What follows belongs to an exercise in optimizing a design on an open flow for small area and a short achievable clock period; a production flow would make more cautious choices.
RTL that was checked went through simulation tests only; none was proved equivalent to the original.
Power and IR drop assume default switching activity.

==> flow/design.v <==
module can_crc8 (
    input  wire [55:0] d,     
    output wire [7:0]  crc
);
    function [7:0] crc8_7;
        input [55:0] bytes;
        integer i, b;
        reg [7:0] r;
        begin
            r = 8'h00;
            for (i = 0; i < 7; i = i + 1) begin
                r = r ^ bytes[8*i +: 8];
                for (b = 0; b < 8; b = b + 1) begin
                    if (r[7]) r = {r[6:0], 1'b0} ^ 8'h85;
                    else      r = {r[6:0], 1'b0};
                end
            end
            crc8_7 = r;
        end
    endfunction
    assign crc = crc8_7(d);
endmodule
module can_mutate (
    input  wire        is_pat,       
    input  wire        is_stamp,     
    input  wire        is_inv,       
    input  wire        is_rev,       
    input  wire [63:0] data_in,
    output wire [63:0] data_out
);
    localparam [55:0] PAT     = {8'hFC, 8'hFF, 8'h1F, 8'hFF, 8'hFF, 8'hFF, 8'hFF};
    localparam [7:0]  PAT_CRC = 8'h6B;
    localparam [7:0]  INV_CRC = 8'h0C;       
    wire [55:0] d = data_in[55:0];
    wire [55:0] d_rev;
    genvar i;
    generate
        for (i = 0; i < 7; i = i + 1) begin : g_rev
            assign d_rev[8*i +: 8] = d[8*(6-i) +: 8];
        end
    endgenerate
    wire [7:0] crc_d, crc_rev;
    can_crc8 u_crc_d   (.d(d),     .crc(crc_d));
    can_crc8 u_crc_rev (.d(d_rev), .crc(crc_rev));
    reg [63:0] out;
    always @(*) begin
        out = data_in;
        if (is_pat)   out = {PAT_CRC, PAT};
        if (is_stamp) out = {crc_d, d};
        if (is_inv)   out = {crc_d ^ INV_CRC, ~d};
        if (is_rev)   out = {crc_rev, d_rev};
    end
    assign data_out = out;
endmodule
module can_mutate_class (
    input  wire [28:0] id,
    output wire [4:0]  cls           
);
    localparam [28:0] ID_PAT   = 29'h1DC;
    localparam [28:0] ID_STAMP = 29'h2B0;
    localparam [28:0] ID_INV   = 29'h3A5;
    localparam [28:0] ID_REV   = 29'h0C7;
    localparam [28:0] BL0 = 29'h59E;
    localparam [28:0] BL1 = 29'h13A;
    localparam [28:0] BL2 = 29'h7FF;
    assign cls = {(id == BL0) || (id == BL1) || (id == BL2),
                  id == ID_REV, id == ID_INV, id == ID_STAMP, id == ID_PAT};
endmodule
module can_txq #(
    parameter CAP = 6,
    parameter W   = 97,
    parameter WH  = 33               
) (
    input  wire            clk,
    input  wire            rst,
    input  wire            flush,       
    input  wire            enq,
    input  wire            hdr_we,      
    input  wire [WH-1:0]   enq_hdr,     
    input  wire [W-WH-1:0] enq_body,    
    output wire            empty,
    output wire            drop,        
    output wire [W-1:0]    head_frame   
);
    localparam DEPTH = CAP - 1;         
    localparam RING  = DEPTH - 1;       
    localparam WB    = W - WH;
    reg [2:0]      tail, cnt;
    reg [RING-1:0] wp, rp;
    reg            shown;
    reg [WH-1:0]   ring_h [0:RING-1];
    reg [WB-1:0]   ring_b [0:RING-1];
    reg [WH-1:0]   front_h;
    reg [WB-1:0]   front_b;
    wire       drained = flush && (cnt == 3'd1);
    wire       full_f  = (tail == DEPTH) && !drained;
    wire       acc     = enq && !full_f;
    wire       cnt0    = (cnt == 3'd0);
    wire       reload  = shown && !cnt0;              
    wire       ring_we = (cnt != DEPTH);              
    assign empty = cnt0;
    assign drop  = enq && full_f;
    always @(posedge clk) begin
        if (rst) begin
            tail  <= 3'd0;
            cnt   <= 3'd0;
            shown <= 1'b0;
            wp    <= {{(RING-1){1'b0}}, 1'b1};
            rp    <= {{(RING-1){1'b0}}, 1'b1};
        end else begin
            if (drained)  tail <= acc ? 3'd1 : 3'd0;
            else if (acc) tail <= tail + 3'd1;
            if (flush && !acc)      cnt <= cnt - 3'd1;
            else if (acc && !flush) cnt <= cnt + 3'd1;
            shown <= flush;
            if (acc && !cnt0) wp <= {wp[RING-2:0], wp[RING-1]};
            if (reload)       rp <= {rp[RING-2:0], rp[RING-1]};
        end
    end
    integer k;
    always @(posedge clk) begin
        for (k = 0; k < RING; k = k + 1) begin
            if (wp[k] && ring_we && hdr_we) ring_h[k] <= enq_hdr;
            if (wp[k] && ring_we)           ring_b[k] <= enq_body;
        end
    end
    reg [WH-1:0] nh;
    reg [WB-1:0] nb;
    always @(*) begin
        nh = {WH{1'b0}};
        nb = {WB{1'b0}};
        for (k = 0; k < RING; k = k + 1) begin
            nh = nh | ({WH{rp[k] && (reload || cnt0)}} & ring_h[k]);
            nb = nb | ({WB{rp[k] && reload}}           & ring_b[k]);
        end
        nh = nh | ({WH{!(reload || cnt0)}} & front_h);
        nb = nb | ({WB{cnt0}}              & enq_body)
                | ({WB{!(reload || cnt0)}} & front_b);
    end
    always @(posedge clk) begin
        front_h <= nh;
        front_b <= nb;
    end
    assign head_frame = {front_h, front_b};
endmodule
module can_relay (
    input  wire        clk,
    input  wire        rst,           
    input  wire        repeat_en,     
    input  wire        fast_tick,     
    input  wire        rx1_valid,
    input  wire [28:0] rx1_id,
    input  wire [3:0]  rx1_dlc,
    input  wire [63:0] rx1_data,
    output wire        rx1_take,
    input  wire        rx2_valid,
    input  wire [28:0] rx2_id,
    input  wire [3:0]  rx2_dlc,
    input  wire [63:0] rx2_data,
    output wire        rx2_take,
    input  wire        rx3_valid,
    input  wire [28:0] rx3_id,
    input  wire [3:0]  rx3_dlc,
    input  wire [63:0] rx3_data,
    output wire        rx3_take,
    input  wire [7:0]  eflg1,
    input  wire [7:0]  eflg2,
    input  wire [7:0]  eflg3,
    output wire [2:0]  eflg_clr,      
    output wire [2:0]  cause_clr,     
    output reg         fault,         
    input  wire        tx1_busy,
    output reg         tx1_send,
    output wire [28:0] tx1_id,
    output wire [3:0]  tx1_dlc,
    output wire [63:0] tx1_data,
    output wire        drop1,         
    input  wire        tx2_busy,
    output reg         tx2_send,
    output wire [28:0] tx2_id,
    output wire [3:0]  tx2_dlc,
    output wire [63:0] tx2_data,
    output wire        drop2
);
    localparam CAP_L = 6;
    localparam W     = 97;
    reg  [2:0]  proc, fin;
    reg  [2:0]  rr;           
    reg  [4:0]  ctx_cls;      
    reg  [63:0] ctx_data;
    wire idle = !(|proc) && !(|fin);
    wire v1 = rx1_valid, v2 = rx2_valid, v3 = rx3_valid;
    wire g1 = v1 && (rr[2] || (rr[0] && !v2 && !v3) || (rr[1] && !v3));
    wire g2 = v2 && (rr[0] || (rr[1] && !v3 && !v1) || (rr[2] && !v1));
    wire g3 = v3 && (rr[1] || (rr[2] && !v1 && !v2) || (rr[0] && !v2));
    assign rx1_take = idle && g1;
    assign rx2_take = idle && g2;
    assign rx3_take = idle && g3;
    always @(posedge clk) begin
        if (rst) begin
            proc <= 3'b000;
            fin  <= 3'b000;
            rr   <= 3'b100;
        end else begin
            proc <= {rx3_take, rx2_take, rx1_take};
            fin  <= proc;
            if (idle && (v1 || v2 || v3)) rr <= {g3, g2, g1};
        end
    end
    wire [4:0] cls1, cls2;
    can_mutate_class u_cls1 (.id(rx1_id), .cls(cls1));
    can_mutate_class u_cls2 (.id(rx2_id), .cls(cls2));
    always @(posedge clk) begin
        if (g1) begin ctx_cls <= cls1; ctx_data <= rx1_data; end
        else    begin ctx_cls <= cls2; ctx_data <= rx2_data; end
    end
    wire [63:0] mut_data;
    can_mutate u_mutate (
        .is_pat(ctx_cls[0]), .is_stamp(ctx_cls[1]), .is_inv(ctx_cls[2]), .is_rev(ctx_cls[3]),
        .data_in(ctx_data), .data_out(mut_data)
    );
    wire blacklisted = ctx_cls[4];
    wire forward     = repeat_en && !blacklisted;
    wire enq1        = forward && proc[1];
    wire enq2        = forward && proc[0];
    wire [2:0] ovr     = fin & {|eflg3[7:6], |eflg2[7:6], |eflg1[7:6]};
    wire [2:0] any_err = fin & {|eflg3, |eflg2, |eflg1};
    assign eflg_clr  = ovr;
    assign cause_clr = any_err;
    always @(posedge clk) begin
        if (rst)             fault <= 1'b0;
        else if (|any_err)   fault <= 1'b1;
    end
    reg vis2, vis3;           
    reg fast_pend;
    wire step1 = !vis2 && !vis3 && fast_pend;
    wire step2 = vis2;
    always @(posedge clk) begin
        if (rst) begin
            vis2      <= 1'b0;
            vis3      <= 1'b0;
            fast_pend <= 1'b0;
        end else begin
            fast_pend <= fast_tick || (fast_pend && !step1);
            vis2      <= step1;
            vis3      <= vis2;
        end
    end
    wire         empty1, empty2;
    wire         flush1 = step1 && !empty1 && !tx1_busy;
    wire         flush2 = step2 && !empty2 && !tx2_busy;
    can_txq #(.CAP(CAP_L), .W(W)) u_txq1 (
        .clk(clk), .rst(rst), .flush(flush1), .enq(enq1),
        .hdr_we(!proc[1]), .enq_hdr({rx2_id, rx2_dlc}), .enq_body(mut_data),
        .empty(empty1), .drop(drop1), .head_frame({tx1_id, tx1_dlc, tx1_data})
    );
    can_txq #(.CAP(CAP_L), .W(W)) u_txq2 (
        .clk(clk), .rst(rst), .flush(flush2), .enq(enq2),
        .hdr_we(!proc[0]), .enq_hdr({rx1_id, rx1_dlc}), .enq_body(mut_data),
        .empty(empty2), .drop(drop2), .head_frame({tx2_id, tx2_dlc, tx2_data})
    );
    always @(posedge clk) begin
        if (rst) begin
            tx1_send <= 1'b0;
            tx2_send <= 1'b0;
        end else begin
            tx1_send <= flush1;
            tx2_send <= flush2;
        end
    end
endmodule
Settings: LEC_CHECK=0, CAP_MARGIN=20, CORE_MARGIN=2, CORE_UTILIZATION=40, SETUP_SLACK_MARGIN=2.0, SLEW_MARGIN=20; clock period 5.5 ns.
run.sh (not shown) runs the stock make flow with config.mk's settings and CLKGATE_MAP_FILE= SYNTH_SCRIPT=/design/flow/synth_recipe.tcl, a recipe that flattens the netlist after the stock synthesis.
Edit:
--- a/flow/design.v
+++ b/flow/design.v
@@ -2,23 +2,16 @@
     input  wire [55:0] d,     
     output wire [7:0]  crc
 );
-    function [7:0] crc8_7;
-        input [55:0] bytes;
-        integer i, b;
-        reg [7:0] r;
-        begin
-            r = 8'h00;
-            for (i = 0; i < 7; i = i + 1) begin
-                r = r ^ bytes[8*i +: 8];
-                for (b = 0; b < 8; b = b + 1) begin
-                    if (r[7]) r = {r[6:0], 1'b0} ^ 8'h85;
-                    else      r = {r[6:0], 1'b0};
-                end
-            end
-            crc8_7 = r;
-        end
-    endfunction
-    assign crc = crc8_7(d);
+    localparam [55:0] M0 = 56'hbfcfebb0cba841;
+    localparam [55:0] M1 = 56'h7e9fd761975183;
+    localparam [55:0] M2 = 56'h43f14473e50b47;
+    localparam [55:0] M3 = 56'h86e289e6ca178e;
+    localparam [55:0] M4 = 56'h0cc513cd952f1c;
+    localparam [55:0] M5 = 56'h188a279a2b5f38;
+    localparam [55:0] M6 = 56'h30144f3457be70;
+    localparam [55:0] M7 = 56'hdfe775d865d4a0;
+    assign crc = {^(d & M7), ^(d & M6), ^(d & M5), ^(d & M4),
+                  ^(d & M3), ^(d & M2), ^(d & M1), ^(d & M0)};
 endmodule
 module can_mutate (
     input  wire        is_pat,       
@@ -185,33 +178,36 @@
     localparam CAP_L = 6;
     localparam W     = 97;
     reg  [2:0]  proc, fin;
-    reg  [2:0]  rr;           
+    reg  [2:0]  rr;
+    reg  [2:0]  pri;
     reg  [4:0]  ctx_cls;      
     reg  [63:0] ctx_data;
-    wire idle = !(|proc) && !(|fin);
     wire v1 = rx1_valid, v2 = rx2_valid, v3 = rx3_valid;
-    wire g1 = v1 && (rr[2] || (rr[0] && !v2 && !v3) || (rr[1] && !v3));
-    wire g2 = v2 && (rr[0] || (rr[1] && !v3 && !v1) || (rr[2] && !v1));
-    wire g3 = v3 && (rr[1] || (rr[2] && !v1 && !v2) || (rr[0] && !v2));
-    assign rx1_take = idle && g1;
-    assign rx2_take = idle && g2;
-    assign rx3_take = idle && g3;
+    assign rx1_take = v1 && (pri[2] || (pri[0] && !v2 && !v3) || (pri[1] && !v3));
+    assign rx2_take = v2 && (pri[0] || (pri[1] && !v3 && !v1) || (pri[2] && !v1));
+    assign rx3_take = v3 && (pri[1] || (pri[2] && !v1 && !v2) || (pri[0] && !v2));
+    wire [2:0] take  = {rx3_take, rx2_take, rx1_take};
+    wire       idle  = |pri;
+    wire       any_v = v1 || v2 || v3;
     always @(posedge clk) begin
         if (rst) begin
             proc <= 3'b000;
             fin  <= 3'b000;
             rr   <= 3'b100;
-        end else begin
-            proc <= {rx3_take, rx2_take, rx1_take};
+            pri  <= 3'b100;
+        end else begin
+            proc <= take;
             fin  <= proc;
-            if (idle && (v1 || v2 || v3)) rr <= {g3, g2, g1};
+            if (idle && any_v) rr <= take;
+            pri  <= (|fin || (idle && !any_v)) ? (idle ? pri : rr) : 3'b000;
         end
     end
     wire [4:0] cls1, cls2;
     can_mutate_class u_cls1 (.id(rx1_id), .cls(cls1));
     can_mutate_class u_cls2 (.id(rx2_id), .cls(cls2));
-    always @(posedge clk) begin
-        if (g1) begin ctx_cls <= cls1; ctx_data <= rx1_data; end
+    wire sel1 = v1 && !(v2 && rr[0]);
+    always @(posedge clk) begin
+        if (sel1) begin ctx_cls <= cls1; ctx_data <= rx1_data; end
         else    begin ctx_cls <= cls2; ctx_data <= rx2_data; end
     end
     wire [63:0] mut_data;
Result:
- non-clock buffer count decreases by 41
- register-to-register slack is better by 0.36 ns
- worst setup slack gains 0.21 ns
- worst hold slack is better by 0.017 ns
- first-iteration DRC count climbs by 14%
- routed wire length is lower by 0.41%
- cell area falls by 2.9%
- core utilization goes down by 0.70 points
- total power is lower by 39%
The RTL of the first run of this note was laid out without a check of its function.

-- what the ideal ports hide --
In the flow no input, the clock included, has a driving cell. The finished layouts below were timed again as built, in two steps. Step 1 assumes that a clkbuf_16 drives the clock port and a buf_2 every other input. Step 2 moves the port delays by t, midway between the first and last clock arrival at a register: inputs arrive t later, outputs are due t later. That takes back most of the time a late clock gives input paths. a / b / c = no drivers / after step 1 / after step 2; a / b = the first two.
run	t, ns	setup slack, ns	hold WS [ns]	slew at the worst register clock pin (ns)
the first run	0.747	1.821 / 1.821 / 1.598	0.422 / 0.422 / 0.422	0.07 / 0.07
the second run	0.744	2.028 / 1.936 / 1.792	0.439 / 0.439 / 0.439	0.06 / 0.06
After both steps every run listed still meets setup and hold. For the second run, which loses most, drivers alone change the setup slack by -0.092 ns; drivers and shift together by -0.236 ns.
